What follows belongs to an exercise in optimizing a design on an open flow for small area and a short achievable clock period; a production flow would make more cautious choices.
Only simulation tests tie the RTL to the original design; equivalence was not proved.
Power is estimated from default activity; no workload was simulated.

===== design/flow/design.v =====
module fp_unpack #(
    parameter E  = 8,
    parameter M  = 23,
    parameter XW = 12               
) (
    input  wire [E-1:0]         f,      
    input  wire [M-1:0]         t,      
    output reg  signed [XW-1:0] x,      
    output reg  [M:0]           sig     
);
    integer i;
    reg [5:0] k;                    
    always @* begin
        k = 6'd0;
        for (i = 0; i < M; i = i + 1)
            if (t[i]) k = M - i;    
        if (f != 0) begin
            x   = $signed({{(XW-E){1'b0}}, f});
            sig = {1'b1, t};
        end else begin
            x   = 1 - $signed({{(XW-6){1'b0}}, k});
            sig = {1'b0, t} << k;
        end
    end
endmodule
module fp_finish #(
    parameter E  = 8,
    parameter M  = 23,
    parameter XW = 12
) (
    input  wire                 s,
    input  wire signed [XW-1:0] be,
    input  wire [M:0]           m,
    input  wire                 h,
    input  wire                 st,
    input  wire [1:0]           rm,
    output reg  [E+M:0]         r
);
    localparam integer EMAXF = (1 << E) - 1;
    localparam [1:0] RTZ = 2'd0, RNE = 2'd1, RUP = 2'd2, RDN = 2'd3;
    reg  [E+M:0]         ovf;
    reg  signed [XW-1:0] e1;
    reg  [M:0]           m1;
    reg                  h1, st1;
    reg  [XW-1:0]        sh;
    reg  [2*M+2:0]       ext;
    reg                  inc;
    reg  [M+1:0]         m2;
    always @* begin
        case (rm)
            RTZ:     ovf = {s, {(E-1){1'b1}}, 1'b0, {M{1'b1}}};
            RNE:     ovf = {s, {E{1'b1}}, {M{1'b0}}};
            RUP:     ovf = s ? {1'b1, {(E-1){1'b1}}, 1'b0, {M{1'b1}}}
                             : {1'b0, {E{1'b1}}, {M{1'b0}}};
            default: ovf = s ? {1'b1, {E{1'b1}}, {M{1'b0}}}
                             : {1'b0, {(E-1){1'b1}}, 1'b0, {M{1'b1}}};
        endcase
        e1  = be;
        m1  = m;
        h1  = h;
        st1 = st;
        if (be <= 0) begin
            sh = 1 - be;
            if (sh > M + 2) sh = M + 2;
            ext = {m, {(M+2){1'b0}}} >> sh;
            m1  = ext[2*M+2:M+2];
            h1  = ext[M+1];
            st1 = st | h | (|ext[M:0]);
            e1  = 0;
        end
        case (rm)
            RTZ:     inc = 1'b0;
            RNE:     inc = h1 & (st1 | m1[0]);
            RUP:     inc = ~s & (h1 | st1);
            default: inc =  s & (h1 | st1);
        endcase
        m2 = {1'b0, m1} + inc;
        if (e1 == 0) begin
            if (m2[M]) e1 = 1;
        end else if (m2[M+1]) begin
            e1 = e1 + 1;
        end
        if (be >= EMAXF || e1 >= EMAXF)
            r = ovf;
        else
            r = {s, e1[E-1:0], m2[M-1:0]};
    end
endmodule
module fp_fmt #(
    parameter E = 8,
    parameter M = 23
) (
    input  wire [2:0]   op,
    input  wire [1:0]   rm,
    input  wire [E+M:0] a,
    input  wire [E+M:0] b,
    output reg  [E+M:0] r
);
    localparam integer W     = 1 + E + M;
    localparam integer EMAXF = (1 << E) - 1;
    localparam integer BIAS  = (1 << (E - 1)) - 1;
    localparam integer XW    = E + 4;
    localparam [2:0] OP_MUL = 3'd1, OP_ADD = 3'd2, OP_SUB = 3'd3, OP_DIV = 3'd4;
    localparam [1:0] RDN = 2'd3;
    localparam [E+M:0] QNAN = {1'b0, {E{1'b1}}, {(M-1){1'b1}}, 1'b0};
    wire         sa = a[W-1];
    wire [E-1:0] fa = a[W-2:M];
    wire [M-1:0] ta = a[M-1:0];
    wire         sb = b[W-1] ^ (op == OP_SUB);
    wire [E-1:0] fb = b[W-2:M];
    wire [M-1:0] tb = b[M-1:0];
    wire [E+M:0] bf = {sb, fb, tb};
    wire a_zero = (fa == 0) && (ta == 0);
    wire a_inf  = (fa == EMAXF) && (ta == 0);
    wire a_nan  = (fa == EMAXF) && (ta != 0);
    wire b_zero = (fb == 0) && (tb == 0);
    wire b_inf  = (fb == EMAXF) && (tb == 0);
    wire b_nan  = (fb == EMAXF) && (tb != 0);
    wire signed [XW-1:0] xa, xb;
    wire [M:0]           ma, mb;
    fp_unpack #(.E(E), .M(M), .XW(XW)) u_unpack_a (.f(fa), .t(ta), .x(xa), .sig(ma));
    fp_unpack #(.E(E), .M(M), .XW(XW)) u_unpack_b (.f(fb), .t(tb), .x(xb), .sig(mb));
    wire sx = sa ^ sb;              
    wire [2*M+1:0]       prod   = ma * mb;
    wire signed [XW-1:0] mul_x  = xa + xb - BIAS;
    reg  signed [XW-1:0] mul_be;
    reg  [M:0]           mul_m;
    reg                  mul_h, mul_st;
    always @* begin
        if (prod[2*M+1]) begin
            mul_be = mul_x + 1;
            mul_m  = prod[2*M+1:M+1];
            mul_h  = prod[M];
            mul_st = |prod[M-1:0];
        end else begin
            mul_be = mul_x;
            mul_m  = prod[2*M:M];
            mul_h  = prod[M-1];
            mul_st = |prod[M-2:0];
        end
    end
    wire a_ge = (xa > xb) || ((xa == xb) && (ma >= mb));
    wire                 s_big = a_ge ? sa : sb;
    wire signed [XW-1:0] x_big = a_ge ? xa : xb;
    wire signed [XW-1:0] x_sml = a_ge ? xb : xa;
    wire [M:0]           m_big = a_ge ? ma : mb;
    wire [M:0]           m_sml = a_ge ? mb : ma;
    wire [XW-1:0]        dexp  = x_big - x_sml;       
    wire                 same_mag = (xa == xb) && (ma == mb);
    reg  signed [XW-1:0] add_be;
    reg  [M:0]           add_m;
    reg                  add_h, add_st;
    reg  [XW-1:0]        dsat;
    reg  [2*M+2:0]       aext;
    reg  [M:0]           m_al;
    reg                  h_al, st_al;
    reg  [M+1:0]         sum;
    always @* begin
        dsat = (dexp > M + 2) ? M + 2 : dexp;
        aext  = {m_sml, {(M+2){1'b0}}} >> dsat;
        m_al  = aext[2*M+2:M+2];
        h_al  = aext[M+1];
        st_al = |aext[M:0];
        sum   = m_big + m_al;
        if (sum[M+1]) begin
            add_be = x_big + 1;
            add_m  = sum[M+1:1];
            add_h  = sum[0];
            add_st = h_al | st_al;
        end else begin
            add_be = x_big;
            add_m  = sum[M:0];
            add_h  = h_al;
            add_st = st_al;
        end
    end
    reg  signed [XW-1:0] sub_be;
    reg  [M:0]           sub_m;
    reg                  sub_h, sub_st;
    reg  [XW-1:0]        jsat;
    reg  [2*M+7:0]       sext;
    reg  [M+3:0]         b3;
    reg  [M+3:0]         diff;
    reg  [5:0]           z;
    integer              i;
    always @* begin
        jsat = (dexp > M + 4) ? M + 4 : dexp;
        sext = {m_sml, 3'b000, {(M+4){1'b0}}} >> jsat;
        b3   = sext[2*M+7:M+4] | {{(M+3){1'b0}}, |sext[M+3:0]};
        diff = {m_big, 3'b000} - b3;
        z = 6'd0;
        for (i = 0; i < M + 4; i = i + 1)
            if (diff[i]) z = M + 3 - i;               
        diff   = diff << z;
        sub_be = x_big - $signed({{(XW-6){1'b0}}, z});
        sub_m  = diff[M+3:3];
        sub_h  = diff[2];
        sub_st = |diff[1:0];
    end
    reg  [M+3:0]         q;
    reg  [M+1:0]         rem;
    reg  signed [XW-1:0] div_be;
    reg  [M:0]           div_m;
    reg                  div_h, div_st;
    integer              j;
    always @* begin
        rem = {1'b0, ma};
        for (j = M + 3; j >= 0; j = j - 1) begin
            if (j != M + 3) rem = {rem[M:0], 1'b0};
            if (rem >= {1'b0, mb}) begin
                rem  = rem - {1'b0, mb};
                q[j] = 1'b1;
            end else begin
                q[j] = 1'b0;
            end
        end
        if (q[M+3]) begin
            div_be = xa - xb + BIAS;
            div_m  = q[M+3:3];
            div_h  = q[2];
            div_st = (|q[1:0]) | (|rem);
        end else begin
            div_be = xa - xb + BIAS - 1;
            div_m  = q[M+2:2];
            div_h  = q[1];
            div_st = q[0] | (|rem);
        end
    end
    reg                  k_s;
    reg  signed [XW-1:0] k_be;
    reg  [M:0]           k_m;
    reg                  k_h, k_st;
    wire [E+M:0]         fin;
    always @* begin
        case (op)
            OP_MUL: begin
                k_s = sx; k_be = mul_be; k_m = mul_m; k_h = mul_h; k_st = mul_st;
            end
            OP_DIV: begin
                k_s = sx; k_be = div_be; k_m = div_m; k_h = div_h; k_st = div_st;
            end
            default: begin
                if (sa == sb) begin
                    k_s = sa;    k_be = add_be; k_m = add_m; k_h = add_h; k_st = add_st;
                end else begin
                    k_s = s_big; k_be = sub_be; k_m = sub_m; k_h = sub_h; k_st = sub_st;
                end
            end
        endcase
    end
    fp_finish #(.E(E), .M(M), .XW(XW)) u_finish (
        .s(k_s), .be(k_be), .m(k_m), .h(k_h), .st(k_st), .rm(rm), .r(fin)
    );
    localparam [E+M:0] ZERO = {(E+M+1){1'b0}};
    localparam [E+M:0] INF  = {1'b0, {E{1'b1}}, {M{1'b0}}};
    always @* begin
        case (op)
            OP_MUL: begin
                if (a_nan || b_nan || (a_inf && b_zero) || (a_zero && b_inf))
                    r = QNAN;
                else if (a_inf || b_inf)
                    r = {sx, INF[E+M-1:0]};
                else if (a_zero || b_zero)
                    r = {sx, ZERO[E+M-1:0]};
                else
                    r = fin;
            end
            OP_DIV: begin
                if (a_nan || b_nan || (a_zero && b_zero) || (a_inf && b_inf))
                    r = QNAN;
                else if (b_zero || a_inf)
                    r = {sx, INF[E+M-1:0]};
                else if (a_zero || b_inf)
                    r = {sx, ZERO[E+M-1:0]};
                else
                    r = fin;
            end
            default: begin                
                if (a_nan || b_nan || (a_inf && b_inf && (sa != sb)))
                    r = QNAN;
                else if (a_inf)
                    r = {sa, INF[E+M-1:0]};
                else if (b_inf)
                    r = {sb, INF[E+M-1:0]};
                else if (a_zero && b_zero)
                    r = {(sa == sb) ? sa : (rm == RDN), ZERO[E+M-1:0]};
                else if (a_zero)
                    r = bf;
                else if (b_zero)
                    r = a;
                else if ((sa != sb) && same_mag)
                    r = {(rm == RDN), ZERO[E+M-1:0]};
                else
                    r = fin;
            end
        endcase
    end
endmodule
module fpcore (
    input  wire        clk,
    input  wire [2:0]  op,       
    input  wire        fmt,      
    input  wire [1:0]  rm,       
    input  wire [31:0] a,
    input  wire [31:0] b,
    output reg  [31:0] res,
    output reg         inv
);
    reg [2:0]  op_q;
    reg        fmt_q;
    reg [1:0]  rm_q;
    reg [31:0] a_q, b_q;
    always @(posedge clk) begin
        op_q  <= op;
        fmt_q <= fmt;
        rm_q  <= rm;
        a_q   <= a;
        b_q   <= b;
    end
    wire [15:0] r_half;
    wire [31:0] r_single;
    fp_fmt #(.E(5), .M(10)) u_half (
        .op(op_q), .rm(rm_q), .a(a_q[15:0]), .b(b_q[15:0]), .r(r_half)
    );
    fp_fmt #(.E(8), .M(23)) u_single (
        .op(op_q), .rm(rm_q), .a(a_q), .b(b_q), .r(r_single)
    );
    reg [31:0] res_d;
    reg        inv_d;
    always @* begin
        inv_d = 1'b0;
        case (op_q)
            3'd0:                res_d = fmt_q ? a_q : {16'h0000, a_q[15:0]};
            3'd1, 3'd2, 3'd3, 3'd4:
                                 res_d = fmt_q ? r_single : {16'h0000, r_half};
            default: begin
                res_d = 32'h0000_0000;
                inv_d = 1'b1;
            end
        endcase
    end
    always @(posedge clk) begin
        res <= res_d;
        inv <= inv_d;
    end
endmodule

===== design/flow/run.sh =====
#!/bin/bash
# synth_recipe.tcl (not shown) runs the flow's synth.tcl, then flattens the netlist and writes it again
# the make line also repeats each setting of config.mk as NAME=value (left out here)
make -C /OpenROAD-flow-scripts/flow DESIGN_CONFIG=/design/flow/config.mk WORK_HOME=/design/flow/orfs CLKGATE_MAP_FILE= SYNTH_SCRIPT=/design/flow/synth_recipe.tcl finish

===== design/flow/config.mk =====
export PLATFORM = sky130hd
export DESIGN_NAME = fpcore
export DESIGN_NICKNAME = fpcore
export VERILOG_FILES = /design/flow/design.v
export SDC_FILE = /design/flow/constraint.sdc
export NUM_CORES = 4
export LEC_CHECK = 0
export CAP_MARGIN = 20
export CORE_MARGIN = 2
export CORE_UTILIZATION = 40
export SLEW_MARGIN = 20

===== design/flow/constraint.sdc =====
create_clock -name core_clock -period 100.0 [get_ports {clk}]
set_input_delay 20.0000 -clock core_clock [delete_from_list [all_inputs] [get_ports {clk}]]
set_output_delay 20.0000 -clock core_clock [all_outputs]
set_load 0.01 [all_outputs]

==> impl_metrics.py <==
metrics = {
    "outcome": {
        "outcome": "finished clean",
    },
    "setup_path": {
        "critical-path-top-delay-family": "compound AO/OA/AOI/OAI gates",
        "critPathCapture": "res[26]",
        "worst-r2r-cell-count": 521,
        "rr_endpoint": "res[26]",
        "slowest_delay_ps": 560,
        "critPathCaptureType": "register",
        "crit_required_ps": 100380,
        "cp_max_fo": 25,
        "cp.depth": 521,
        "worstSetupPathType": "register to register",
        "crit_arrival_ps": 94550,
        "cp-startpoint": "b_q[20]",
        "rrSetupSlack_ps": 5830,
        "crit_slowest_cell": "or4_4",
        "start_kind": "register",
        "r2r_start": "b_q[20]",
        "cp_num_buf_inv": 37,
        "crit_top_cell": "o21ai_1",
    },
    "sta": {
        "finalCriticalPeriod_ps": 94170,
        "fin_crit_sh": 0.9417,
        "rsz0062_at_grt": "true",
        "hold_slack_ps": 551.0,
        "worst_pin_slew_ps": 1387,
        "maxSlewHeadroom": 0.06588,
        "finalSetupViolCount": 0,
        "drv_slew": 0,
        "max_freq_mhz": 10.62,
        "fin_tns_setup_ps": 0,
        "skew_ps": 39.52,
        "hold_violations": 0,
    },
    "clock_tree": {
        "cts.sinks": 103,
        "clock_latency_ps": 480,
        "cts_root_buffer": "clkbuf_16",
        "clk_pin_slew_ps": 100,
        "cts-buffers-inserted": 9,
        "cts_max_level": 3,
        "cts_hold_buffers": 0,
        "cts_tree": "built",
        "clk_path_buf_depth": 2,
    },
    "floorplan": {
        "die-area_um2": 262500,
        "rows": 186,
        "die_h_um": 512.4,
        "dieWidth_um": 512.4,
        "core_um2": 256900,
        "ios": 104,
        "start_util": 0.4024,
    },
    "global_route": {
        "grt_start_max_net_pins": 74,
        "antenna_found_initial": 29,
        "grt.overflow.total": 0,
        "grt_use_total": 0.3642,
        "globalRoute.busiestLayer": "met2",
        "use_met3": 0.06043,
        "grt_util_met2": 0.5523,
        "grt_use_met1": 0.4729,
        "grt_pass1_wl_mm": 732.6,
        "grt_pass1_vias": 111900,
    },
    "yosys": {
        "seq_area_frac_synth": 0.01995,
        "ys_types": 137,
        "synth.largest_area_cell": "ha_1",
        "avgSynthCellArea_um2": 6.998,
        "synth_top_area_share": 0.1469,
        "synth_warnings": 7,
        "synth-main-ff-cell": "dfxtp_1",
        "synthArstFlopShare": 0,
        "synthesis.area_um2": 103400,
        "yosys_register_bits": 103,
        "synth_edf_count": 0,
        "synthTopCellsByArea": "ha_1, fa_1, nand2_1, a21oi_1, nor2_1",
        "synth_nets": 16640,
        "synth_cells": 14770,
    },
    "route": {
        "viasPerCell": 6.403,
        "dr_total_vias": 119300,
        "drt_iter0_drc": 13620,
        "drcViolationCount": 0,
        "wl_mm": 500.3,
        "drtAntennaViolNets": 0,
        "routed_wire_length_per_instance_um": 26.84,
        "drtPass1Iterations": 9,
    },
    "min_path": {
        "worstHoldPathCells": 2,
        "hold_start": "a_q[8]",
        "holdPathEnd": "res[8]",
        "hp-class": "register to register",
    },
    "power": {
        "irDropWorstVdd_v": 0.007771,
        "power_frac_seq": 0,
        "powerClk_mw": 0.0437,
        "p_int_mw": 342.1,
        "maxPowerGroup": "combinational logic",
        "p_comb_mw": 781,
        "powerSeq_mw": 0.0579,
        "finalPower_mw": 780.8,
        "share_comb_of_total_power": 1.000,
        "clkPwrFrac": 0,
        "p_leak_nw": 52.05,
        "power_switching_mw": 438.8,
        "p_sw_frac": 0.5619,
        "power.density_nw_per_um2": 6723,
    },
    "cells_and_area": {
        "utilization": 0.4520,
        "final_common_cell": "nand2_1",
        "final_cell_mix": "nand2_1, nor2_1, inv_1",
        "area_delta_synth_final_pct": 12.34,
        "nNetsFinal": 17090,
        "drive_above_1_share": 0.1313,
    },
    "placed_design": {
        "port_buffers": 103,
        "gp_congestion": 1.063,
        "place_hpwl_mm": 396.7,
    },
    "job": {
        "maxCapViolations": 0,
    },
}
-- power by group through the flow --
stage / combinational, mW / sequential (mW) / clock, mW
floorplan: 680 / 0.0555 / 0
global placement: 756 / 0.0586 / 0
-- sequential cells by signal, indices dropped and copies added (netlist names) --
name and count:
a_q 32, b_q 32, fmt_q 1, inv 1, op_q 3, res 32
rm_q 2
-- layer usage --
layer  up-vias  wire [um]
met4         8      40640
li1      54380          -
met3      1436      47070
met2      6534     209700
met5         -         65
met1     56980     202800
-- Yosys cell counts, drive strengths merged, types with 180 or more instances --
library cell,n
mux2i,243
o21a,194
o21ai,960
nand2,1549
xnor2,540
ha,1214
a211oi,180
mux2,355
inv,1302
clkbuf,502
nand4,208
nand3,410
fa,580
nor3,382
xor2,212
a21o,315
a21oi,1129
nor2,1361
-- layout make-up --
type | count | area [um^2]
Timing Repair Buffer | 1095 | 8687
Inverter | 1325 | 5000
Sequential cell | 103 | 2090
Multi-Input combinational cell | 12690 | 95750
Clock inverter | 7 | 76.32
Clock buffer | 9 | 225.2
Tap cell | 3384 | 4234
Antenna cell | 30 | 75.07
Fill cell | 26780 | 140800
-- logic make-up after synthesis --
kind of cell	Yosys count	synth area share
muxes	604	0.06365
DFF	103	0.01995
adders and majority gates	1795	0.2593
and+or+nand+nor	5010	0.2280
xor gates and xnor gates	752	0.06371
AOI/OAI and AO/OA	4522	0.2907
buffers and inverters	1986	0.07464
-- repair_timing --
action / 4_1_cts / 5_1_grt
hold endpoints to repair: 0 / 0
resized for setup: 91 / 410
endpoints found under the setup margin: 31 / 31
buffers inserted: 22 / 85
pin swaps: 16 / 119
cloned: 2 / 3
-- worst min path at each step --
stage / cells past startpoint / end / slack, ps / startpoint
2_1_floorplan: 2 / res[30] / 470 / a_q[30]
3_3_place_gp: 2 / res[8] / 510 / a_q[8]
-- through the flow --
step | instances | setup slack [ps] | cell area [um^2]
detailed placement | 18480 | -1619 | 113300
global route | 18630 | -577.2 | 116100
finish | 18640 | 5827 | 116100
global placement | 18480 | 183.2 | 113300
floorplan | 14770 | 20.04 | 103800
CTS | 18520 | 0.1776 | 114200

-- afterwards: timing with drivers on the ports --
Ports are ideal in the flow. The routed layout listed here was re-timed in OpenROAD.
Step 1 assumes that a clkbuf_16 drives the clock port and a buf_2 every other input.
Step 2 moves the port delays by t, midway between the first and last clock arrival at a register: inputs arrive t later, outputs are due t later. That takes back most of the time a late clock gives input paths.
Slacks: ideal ports / drivers / drivers and shift; pairs: ideal ports / drivers.
t (ns): 0.530
setup WS [ns]: 5.827 / 5.827 / 5.827
slew at the worst register clock pin (ns): 0.12 / 0.12
After both steps this run still meets setup and hold. The setup slack of this run moves by 0.000 ns with the drivers and by 0.000 ns with both steps.
